This design comes from an exercise in tuning for small area on the open sky130 flow, not from production work.
At most, simulation tests tie the RTL to the original design; equivalence was not proved.
Power and IR drop assume default switching activity.

==> exp/delta <==
// icsp_core
module icsp_core (
    input  wire        clk,
    input  wire        rst,
    input  wire        host_we,
    input  wire [3:0]  host_addr,
    input  wire [31:0] host_wdata,
    output reg  [31:0] host_rdata,
    output wire        busy,
    output wire [1:0]  rst_lvl,
    output wire        pwr,
    output wire        dat_o,
    output wire        dat_oe,
    input  wire        dat_i,
    output wire        clk_o,
    output wire        clk_oe,
    output reg         act,
    output reg  [15:0] reg_idx,
    input  wire        reg_end,
    input  wire [15:0] reg_id,
    input  wire [31:0] reg_prog_size,
    input  wire [31:0] reg_cfg_start,
    input  wire [31:0] reg_cfg_size,
    input  wire [31:0] reg_data_start,
    input  wire [31:0] reg_data_size,
    input  wire [31:0] reg_rsv_words,
    input  wire [15:0] reg_cfg_save,
    input  wire [7:0]  reg_prog_ftype,
    input  wire [7:0]  reg_data_ftype,
    output wire        resp_valid,
    input  wire        resp_ready,
    output wire [31:0] resp_data,
    output wire        resp_last,
    output wire        resp_done
);
clock: 10.0 ns
lec_check: 0
cap_margin: 10
core_margin: 2
core_utilization: 50
gpl_timing_driven: 0
slew_margin: 10
standard.sh (not shown) runs the stock make flow with config.mk's settings and CLKGATE_MAP_FILE= SYNTH_SCRIPT=/design/flow/synth_recipe.tcl, a recipe that flattens the netlist after the stock synthesis.
==> flow/flow/run.sh <==
#!/bin/bash
# Layout flow: the standard flow (standard.sh) with these changes:
# - synthesis: ORFS's final ABC mapping runs from flow/abc_area.script (a
#   delay-bounded, area-recovering mapping) instead of the speed script, and
#   adders are left to ABC instead of being mapped to full/half-adder cells.
#   Registers are mapped before ABC, so they match the standard synthesis.
# - every port still gets its own buffer, but a sky130_fd_sc_hd__buf_1;
# - clock tree: clkbuf_8 buffers on clusters of up to 14 sinks, no dummy loads.
set -euo pipefail
W=$(pwd)
export BUFFER_PORTS_ARGS="-buffer_cell sky130_fd_sc_hd__buf_1"
export CTS_ARGS="-sink_clustering_enable -sink_clustering_size 14 -sink_clustering_max_diameter 60 -repair_clock_nets -dont_use_dummy_load -buf_list {sky130_fd_sc_hd__clkbuf_8}"
bash standard.sh SYNTH_SCRIPT="$W/flow/synth_area.tcl" ADDER_MAP_FILE= > "$W/standard.log" 2>&1
==> flow/flow/abc_area.script <==
strash
dch
map -D 6000
strash
dch
map -D 6000
topo
==> flow/flow/synth_area.tcl <==
# The standard flow's synthesis (synth_recipe.tcl, one folder up) with the final ABC
# mapping run from an area-oriented script instead of ORFS's speed script.
# Registers are mapped before ABC runs, so they are the same as the standard flow's.
set here [file dirname [file normalize [info script]]]
set ::area_abc_script [file join $here abc_area.script]
proc abc {args} {
  set i [lsearch -exact $args -script]
  if { $i >= 0 } {
    lset args [expr { $i + 1 }] $::area_abc_script
  }
  puts "area abc: $args"
  yosys abc {*}$args
}
source [file join [file dirname $here] synth_recipe.tcl]
==> inputs of exp/sierra, as changes to exp/delta <==
==> flow/flow/abc_area.script (replaced) <==
strash
dch
map -D 7000
strash
dch
map -D 7000
topo
- CAP_MARGIN: 10 -> 20
- CORE_UTILIZATION: 50 -> 55
- GPL_TIMING_DRIVEN: 0 -> not set
- SLEW_MARGIN: 10 -> 20
==> comparison <==
Combinational power is about the same in exp/sierra and exp/delta.
In exp/delta the cell area is larger than in exp/sierra, by 2.9%.
Of exp/delta and exp/sierra, exp/delta has the higher area after synthesis (gap 0.80%, measured against exp/sierra).
Between exp/delta and exp/sierra, the lower first-iteration DRC count is in exp/delta (gap 14%, measured against exp/sierra).
Of exp/delta and exp/sierra, exp/delta has the higher clock power (gap about 5%, measured against exp/sierra).
Of exp/delta and exp/sierra, exp/sierra has the higher global-route usage (gap 5.5 points).
In exp/sierra the fmax is larger than in exp/delta, by about 1.4%.
Total power: exp/sierra is lower than exp/delta (about 1.4%).


==> inputs of run G <==
icsp_core, a different RTL version from the one above (not shown whole).
==> flow/config.mk <==
export PLATFORM = sky130hd
export DESIGN_NAME = icsp_core
export DESIGN_NICKNAME = icsp_core
export VERILOG_FILES = /design/flow/design.v
export SDC_FILE = /design/flow/constraint.sdc
export NUM_CORES = 4
export LEC_CHECK = 0
export CAP_MARGIN = 20
export CORE_MARGIN = 2
export CORE_UTILIZATION = 40
export SLEW_MARGIN = 20
==> flow/constraint.sdc <==
create_clock -name core_clock -period 10.0 [get_ports {clk}]
set_input_delay 2.0000 -clock core_clock [delete_from_list [all_inputs] [get_ports {clk}]]
set_output_delay 2.0000 -clock core_clock [all_outputs]
set_load 0.01 [all_outputs]
==> flow/flow/run.sh <==
#!/bin/bash
# Layout flow: the standard flow (standard.sh), with two synthesis
# changes: ORFS's final ABC mapping runs from flow/abc_area.script (a
# delay-bounded, area-recovering mapping) instead of the speed script, and
# adders are left to ABC instead of being mapped to full/half-adder cells.
# Registers are mapped before ABC, so they match the standard synthesis.
set -euo pipefail
W=$(pwd)
bash standard.sh SYNTH_SCRIPT="$W/flow/synth_area.tcl" ADDER_MAP_FILE= > "$W/standard.log" 2>&1
==> flow/flow/abc_area.script <==
strash
dch
map -D 6000
strash
dch
map -D 6000
topo
Scripts as last shown in full above: flow/flow/synth_area.tcl
==> run D (differences from run G) <==
==> flow/flow/run.sh (replaced) <==
#!/bin/bash
# Layout flow: the standard flow (standard.sh) with these changes:
# - synthesis: ORFS's final ABC mapping runs from flow/abc_area.script (a
#   delay-bounded, area-recovering mapping) instead of the speed script, and
#   adders are left to ABC instead of being mapped to full/half-adder cells.
#   Registers are mapped before ABC, so they match the standard synthesis.
# - every port still gets its own buffer, but a sky130_fd_sc_hd__buf_1;
# - clock tree: small clock buffers and no dummy loads.
set -euo pipefail
W=$(pwd)
export BUFFER_PORTS_ARGS="-buffer_cell sky130_fd_sc_hd__buf_1"
export CTS_ARGS="-sink_clustering_enable -repair_clock_nets -dont_use_dummy_load -buf_list {sky130_fd_sc_hd__clkbuf_4}"
bash standard.sh SYNTH_SCRIPT="$W/flow/synth_area.tcl" ADDER_MAP_FILE= > "$W/standard.log" 2>&1
CORE_UTILIZATION = 57   (was 40)
==> run Y (differences from run G) <==
--- a/flow/design.v
+++ b/flow/design.v
@@ -204,21 +204,21 @@
     input  wire [7:0]  reg_prog_ftype,
     input  wire [7:0]  reg_data_ftype,
     output reg         resp_valid,
     input  wire        resp_ready,
     output wire [31:0] resp_data,
     output wire        resp_last,
     output wire        resp_done
 );
-    localparam [31:0] DEF_PROG_END   = 32'h0000_07FF;
+    localparam [31:0] DEF_PROG_X     = 32'h0000_0800;
     localparam [31:0] DEF_CFG_START  = 32'h0000_2000;
-    localparam [31:0] DEF_CFG_END    = 32'h0000_2007;
+    localparam [31:0] DEF_CFG_X      = 32'h0000_2008;
     localparam [31:0] DEF_DATA_START = 32'h0000_2100;
-    localparam [31:0] DEF_DATA_END   = 32'h0000_217F;
+    localparam [31:0] DEF_DATA_X     = 32'h0000_2180;
     localparam [31:0] DEF_RSV_START  = 32'h0000_0800;
     localparam [1:0] M_OFF = 2'd0, M_PROG = 2'd1, M_CFG = 2'd2;
     localparam [2:0] CST_OK = 3'd1, CST_ILLEGAL = 3'd2, CST_IDENT = 3'd3, CST_NOTDET = 3'd4;
     localparam [1:0] DET_IDENT = 2'd1, DET_NOTPRES = 2'd2, DET_UNID = 2'd3;
     localparam [2:0] OP_ENTER = 3'd0, OP_EXIT = 3'd1, OP_CMD = 3'd2,
                      OP_SIMPLE = 3'd3, OP_WRITE = 3'd4, OP_READ = 3'd5;
     localparam [5:0]
         S_IDLE       = 6'd0,
@@ -257,29 +257,29 @@
         S_DT_FIN_W   = 6'd33;
     reg [1:0]  mode;
     reg [31:0] pc;
     reg [31:0] arg0, arg1;
     reg [15:0] result;
     reg [2:0]  cst;
     reg [1:0]  det;
     reg        dev_valid;       
-    reg [31:0] map_prog_end, map_cfg_start, map_cfg_end;    
-    reg [31:0] map_data_start, map_data_end, map_rsv_start;
+    reg [31:0] map_prog_x, map_cfg_start, map_cfg_x;
+    reg [31:0] map_data_start, map_data_x, map_rsv_start;
     reg [15:0] map_cfg_save;
     reg [7:0]  map_prog_ftype, map_data_ftype;
     reg [5:0]  state;
     reg [3:0]  op;              
     reg        rsvd_nz;         
     reg        sp_load;         
     reg        scan;            
+    reg        w_nz;            
+    reg        amb;             
+    reg [8:0]  devid;           
     reg [31:0] rr_addr;
-    wire       w_nz  = rr_addr[10];
-    wire       amb   = rr_addr[9];
-    wire [8:0] devid = rr_addr[8:0];
     reg [7:0]  rr_n;            
     wire [4:0] k = rr_n[4:0];
     reg        phy_start;
     reg [2:0]  phy_op;
     wire       phy_done;
     wire [15:0] phy_frame;
     reg        phy_int;         
     reg        phy_sel;         
@@ -328,37 +328,48 @@
         reg br;
         begin
             br = 1'b0;
             for (i = 0; i < 32; i = i + 1)
                 br = (a[i] != b[i]) ? b[i] : br;
             lt32 = br;
         end
     endfunction
+    function [31:0] dec32;
+        input [31:0] a;
+        integer i;
+        reg bw;
+        begin
+            bw = 1'b1;
+            for (i = 0; i < 32; i = i + 1) begin
+                dec32[i] = a[i] ^ bw;
+                bw = ~a[i] & bw;
+            end
+        end
+    endfunction
     function [31:0] inc32;
         input [31:0] a;
         integer i;
         reg c;
         begin
             c = 1'b1;
             for (i = 0; i < 32; i = i + 1) begin
                 inc32[i] = a[i] ^ c;
                 c = a[i] & c;
             end
         end
     endfunction
-    wire [31:0] cls_addr = rr_addr;
-    wire        sub_bi   = is_dt && (k[2:0] != 3'd5);
-    wire        sub_bz   = is_dt && (k[2:0] == 3'd1 || k[2:0] == 3'd3 || k[2:0] == 3'd4);
-    wire [32:0] d_sub = sub32(cls_addr, map_data_start & {32{!sub_bz}}, sub_bi);
+    wire [31:0] cls_addr = (is_rr || is_dt) ? rr_addr : arg0;
+    wire        sub_bi   = is_dt && (k[1:0] != 2'd1);
+    wire [32:0] d_sub = sub32(cls_addr, map_data_start, sub_bi);
     wire [32:0] c_sub = sub32(cls_addr, map_cfg_start, sub_bi);
     wire [31:0] d_off = d_sub[31:0];
     wire [31:0] c_off = c_sub[31:0];
-    wire in_data = !d_sub[32] && !lt32(map_data_end, cls_addr);
-    wire in_cfg  = !c_sub[32] && !lt32(map_cfg_end, cls_addr);
+    wire in_data = !d_sub[32] && (map_data_x == 32'd0 || lt32(cls_addr, map_data_x));
+    wire in_cfg  = !c_sub[32] && (map_cfg_x  == 32'd0 || lt32(cls_addr, map_cfg_x));
     wire [2:0] cfg_off = {k[2], k[2] | k[1], k[0]};    
     reg  dom_data, dom_cfg;
     wire dom_sample = (state == S_DECODE) || (state == S_RR_CHECK) ||
                       (state == S_DT_CFG) || (state == S_DT_SCAN);
     always @(posedge clk)
         if (dom_sample) begin
             dom_data <= !is_dt && in_data;
             dom_cfg  <= is_dt ? !scan : (!in_data && in_cfg);
@@ -377,43 +388,46 @@
     wire pc_lt_off = lt32(pc, sp_off);
     wire off_lt_pc = !pc_lt_off && (pc != sp_off);
     wire [15:0] rd_val = {2'b00, phy_frame[14:9] & {6{!dom_data}}, phy_frame[8:1]};
     wire rr_at_end = (rr_addr == arg1);
     assign resp_done = (state == S_RR_DONE);
     assign resp_data = {16'd0, rd_val & {16{!resp_done}}};
     assign resp_last = !resp_done && ((rr_n == 8'hFF) || rr_at_end);
     wire reg_match = (reg_id[13:5] == devid);
+    wire [31:0] end_x = (host_addr == 4'h9) ? map_cfg_x :
+                        (host_addr == 4'hB) ? map_data_x : map_prog_x;
+    wire [31:0] end_v = dec32(end_x);
     always @(*) begin
         case (host_addr)
         4'h0: host_rdata = 32'd0;
         4'h1: host_rdata = arg0;
         4'h2: host_rdata = arg1;
         4'h3: host_rdata = {23'd0, act, mode, det, cst, busy};
         4'h4: host_rdata = {16'd0, result};
         4'h5: host_rdata = pc;
         4'h6: host_rdata = {dev_valid, 15'd0, reg_idx & {16{dev_valid}}};
-        4'h7: host_rdata = map_prog_end;
+        4'h7: host_rdata = end_v;
         4'h8: host_rdata = map_cfg_start;
-        4'h9: host_rdata = map_cfg_end;
+        4'h9: host_rdata = end_v;
         4'hA: host_rdata = map_data_start;
-        4'hB: host_rdata = map_data_end;
+        4'hB: host_rdata = end_v;
         4'hC: host_rdata = map_rsv_start;
-        4'hD: host_rdata = map_prog_end;
+        4'hD: host_rdata = end_v;
         4'hE: host_rdata = {16'd0, map_cfg_save};
         default: host_rdata = {16'd0, map_data_ftype, map_prog_ftype};
         endcase
     end
     task set_default_map;
         begin
-            map_prog_end   <= DEF_PROG_END;
+            map_prog_x     <= DEF_PROG_X;
             map_cfg_start  <= DEF_CFG_START;
-            map_cfg_end    <= DEF_CFG_END;
+            map_cfg_x      <= DEF_CFG_X;
             map_data_start <= DEF_DATA_START;
-            map_data_end   <= DEF_DATA_END;
+            map_data_x     <= DEF_DATA_X;
             map_rsv_start  <= DEF_RSV_START;
             map_cfg_save   <= 16'd0;
             map_prog_ftype <= 8'd0;
             map_data_ftype <= 8'd0;
         end
     endtask
     task phy_go;
         input [2:0]  o;
@@ -430,42 +444,36 @@
         begin
             phy_start <= 1'b1;
             phy_op    <= o;
             phy_int   <= 1'b0;
         end
     endtask
     task lk_step;
         begin
-            case (k[2:0])
-            3'd0: begin      
-                rr_addr        <= c_sub[31:0];
-                map_cfg_start  <= reg_cfg_start;
-            end
-            3'd1: begin
-                map_cfg_end    <= d_sub[31:0];
-                rr_addr        <= reg_data_size;
-            end
-            3'd2: begin      
-                rr_addr        <= d_sub[31:0];
+            case (k[1:0])
+            2'd0: begin
+                map_data_x     <= d_sub[31:0];
                 map_data_start <= reg_rsv_words;
-            end
-            3'd3: begin
-                map_data_end   <= d_sub[31:0];
                 rr_addr        <= reg_prog_size;
+                rr_n           <= 8'd1;
             end
-            3'd4: map_prog_end <= d_sub[31:0];
-            3'd5: begin
+            2'd1: begin
                 map_rsv_start  <= d_sub[31:0];
                 map_data_start <= reg_data_start;
+                rr_addr        <= reg_cfg_size;
+                rr_n           <= 8'd2;
+            end
+            2'd2: begin
+                map_cfg_x      <= c_sub[31:0];
+                map_cfg_start  <= reg_cfg_start;
+                rr_n           <= 8'd3;
             end
             default: ;
             endcase
-            if (k[2:0] != 3'd6)
-                rr_n <= rr_n + 8'd1;
         end
     endtask
     wire [5:0] ret_state = is_rw ? S_RW_DONE :
                            is_rr ? S_RR_BEAT :
                            is_dt ? (scan ? S_DT_SCAN_ST : S_DT_STORE) : S_END;
     wire sp_read = is_rw | is_rr | is_dt;
     always @(posedge clk) begin
         phy_start <= 1'b0;
@@ -486,17 +494,16 @@
             phy_op     <= OP_ENTER;
             set_default_map;
         end else begin
             case (state)
             S_IDLE: begin
                 if (host_we) begin
                     case (host_addr)
                     4'h0: begin
-                        rr_addr    <= arg0;
                         op         <= host_wdata[3:0];
                         rsvd_nz    <= (host_wdata[15:10] != 6'd0);
                         state      <= S_DECODE;
                     end
                     4'h1: arg0 <= host_wdata;
                     4'h2: arg1 <= host_wdata;
                     default: ;
                     endcase
@@ -550,16 +557,17 @@
                         scan <= 1'b0;
                         if (mode != M_OFF) begin
                             phy_raw(OP_EXIT);
                             state <= S_DT_EXIT_W;
                         end else
                             state <= S_DT_CFG;
                     end
                     4'hB: begin
+                        rr_addr <= arg0;
                         rr_n    <= 8'd0;
                         state   <= S_RR_CHECK;
                     end
                     default: begin
                         cst   <= CST_ILLEGAL;
                         state <= S_END;
                     end
                     endcase
@@ -723,20 +731,20 @@
                     mode  <= M_OFF;
                     pc    <= 32'd0;
                     state <= S_DT_CFG;
                 end
             end
             S_DT_CFG: state <= S_SP_START;
             S_DT_STORE: begin
                 if (k == 5'd4) begin
-                    rr_addr[9]   <= (rd_val == 16'h0000) || (rd_val == 16'h3FFF);
-                    rr_addr[8:0] <= (rd_val == 16'h3FFF) ? 9'd0 : rd_val[13:5];
+                    amb   <= (rd_val == 16'h0000) || (rd_val == 16'h3FFF);
+                    devid <= (rd_val == 16'h3FFF) ? 9'd0 : rd_val[13:5];
                 end else
-                    rr_addr[10] <= ((k != 5'd0) && w_nz) || (rd_val != 16'd0);
+                    w_nz <= ((k != 5'd0) && w_nz) || (rd_val != 16'd0);
                 if (k == 5'd5)
                     state <= S_DT_EVAL;
                 else begin
                     rr_n  <= rr_n + 8'd1;
                     state <= S_DT_CFG;
                 end
             end
             S_DT_EVAL: begin
@@ -774,19 +782,20 @@
             S_LK: begin
                 if (reg_end) begin
                     set_default_map;
                     dev_valid <= 1'b0;
                     det       <= DET_UNID;
                     cst       <= CST_NOTDET;
                     state     <= S_DT_FIN;
                 end else if (reg_match) begin
+                    map_prog_x     <= reg_prog_size;
                     map_cfg_start  <= ~reg_cfg_start;
                     map_data_start <= ~reg_data_start;
-                    rr_addr        <= reg_cfg_size;
+                    rr_addr        <= reg_data_size;
                     rr_n           <= 8'd0;
                     map_cfg_save   <= reg_cfg_save;
                     map_prog_ftype <= reg_prog_ftype;
                     map_data_ftype <= reg_data_ftype;
                     dev_valid      <= 1'b1;
                     det            <= DET_IDENT;
                     cst            <= CST_IDENT;
                     state          <= S_DT_FIN;
==> run F (differences from run G) <==
==> flow/flow/run.sh (replaced) <==
#!/bin/bash
# Layout flow: the standard flow (standard.sh) with these changes:
# - synthesis: ORFS's final ABC mapping runs from flow/abc_area.script (a
#   delay-bounded, area-recovering mapping) instead of the speed script, and
#   adders are left to ABC instead of being mapped to full/half-adder cells.
#   Registers are mapped before ABC, so they match the standard synthesis.
# - every port still gets its own buffer, but a sky130_fd_sc_hd__buf_1;
# - clock tree: small clock buffers and no dummy loads.
set -euo pipefail
W=$(pwd)
export BUFFER_PORTS_ARGS="-buffer_cell sky130_fd_sc_hd__buf_1"
export CTS_ARGS="-sink_clustering_enable -repair_clock_nets -dont_use_dummy_load -buf_list {sky130_fd_sc_hd__clkbuf_4 sky130_fd_sc_hd__clkbuf_8}"
bash standard.sh SYNTH_SCRIPT="$W/flow/synth_area.tcl" ADDER_MAP_FILE= > "$W/standard.log" 2>&1
CORE_UTILIZATION = 50   (was 40)
==> reports/qor.txt <==
Status - finished clean
Setup slack after placement - -688.6 ps
Instance count of the mapped netlist - 4105
Area fraction in compound gates after synthesis - 29.13%
Sum of met2 wire segment lengths after detailed routing - 62.24 mm
Main area contributors after synthesis - sky130_fd_sc_hd__dfxtp_1, sky130_fd_sc_hd__nor2_1, sky130_fd_sc_hd__edfxtp_1
Synthesized area - 28210 sq um
Synthesis-to-layout area growth - 27.74%
That was run Y.
==> reports/qor.txt <==
Status - finished clean
Synthesis-to-layout area growth - 15.28%
Synthesized area - 27550 sq um
Kind of launch point of the worst setup path - flip-flop
Sum of met2 wire segment lengths after detailed routing - 55.42 mm
Instance count of the mapped netlist - 4022
Area fraction in compound gates after synthesis - 29.72%
That was run F.
==> reports/qor.txt <==
Status - finished clean
Setup slack after placement - 186.2 ps
Power consumed by combinational cells - 2.91 mW
Main area contributors after synthesis - sky130_fd_sc_hd__dfxtp_1, sky130_fd_sc_hd__nor2_1, sky130_fd_sc_hd__edfxtp_1
Post-synth top area cell - sky130_fd_sc_hd__dfxtp_1
Synthesized area - 27550 sq um
Synthesis-to-layout area growth - 14.27%
That was run D.
==> reports/qor.txt <==
Setup slack after placement - 422.0 ps
Main area contributors after synthesis - sky130_fd_sc_hd__dfxtp_1, sky130_fd_sc_hd__nor2_1, sky130_fd_sc_hd__edfxtp_1
Synthesis-to-layout area growth - 27.04%
Area fraction in compound gates after synthesis - 29.72%
Instance count of the mapped netlist - 4022
Sum of met2 wire segment lengths after detailed routing - 61.65 mm
Status - finished clean
Synthesized area - 27550 sq um
That was run G.
No functional check of the RTL was part of run Y.

## static timing again, ports no longer ideal
The results above use ideal ports. As a check the final layouts listed here were re-extracted and re-timed, cells and wires unchanged.
Step 1 (the two cells are an assumption about what drives the block):
set clk [get_ports {clk}]
set_driving_cell -lib_cell sky130_fd_sc_hd__clkbuf_16 $clk
set_driving_cell -lib_cell sky130_fd_sc_hd__buf_2 [delete_from_list [all_inputs] $clk]
Step 2 moves the port delays by t, midway between the first and last clock arrival at a register: inputs arrive t later, outputs are due t later. That takes back most of the time a late clock gives input paths.
Slacks: ideal ports / drivers / drivers and shift; pairs: ideal ports / drivers.
run	shift t [ns]	setup slack, ns	hold WS [ns]	slew at the worst register clock pin (ns)	pins driven straight from the clock port
exp/delta	0.748	0.620 / 0.620 / 0.620	0.456 / 0.456 / 0.456	0.11 / 0.11	1
exp/sierra	0.732	0.750 / 0.750 / 0.750	0.455 / 0.455 / 0.455	0.10 / 0.10	1
run G	0.707	0.908 / 0.908 / 0.908	0.452 / 0.452 / 0.452	0.06 / 0.06	1
run D	1.076	0.653 / 0.653 / 0.653	0.451 / 0.451 / 0.451	0.07 / 0.07	1
run Y	0.718	0.540 / 0.491 / 0.491	0.457 / 0.457 / 0.457	0.07 / 0.07	1
run F	0.722	0.862 / 0.862 / 0.862	0.456 / 0.456 / 0.456	0.06 / 0.06	1
After both steps every run listed still meets setup and hold. For run Y, which loses most, drivers alone change the setup slack by -0.049 ns; drivers and shift together by -0.049 ns.
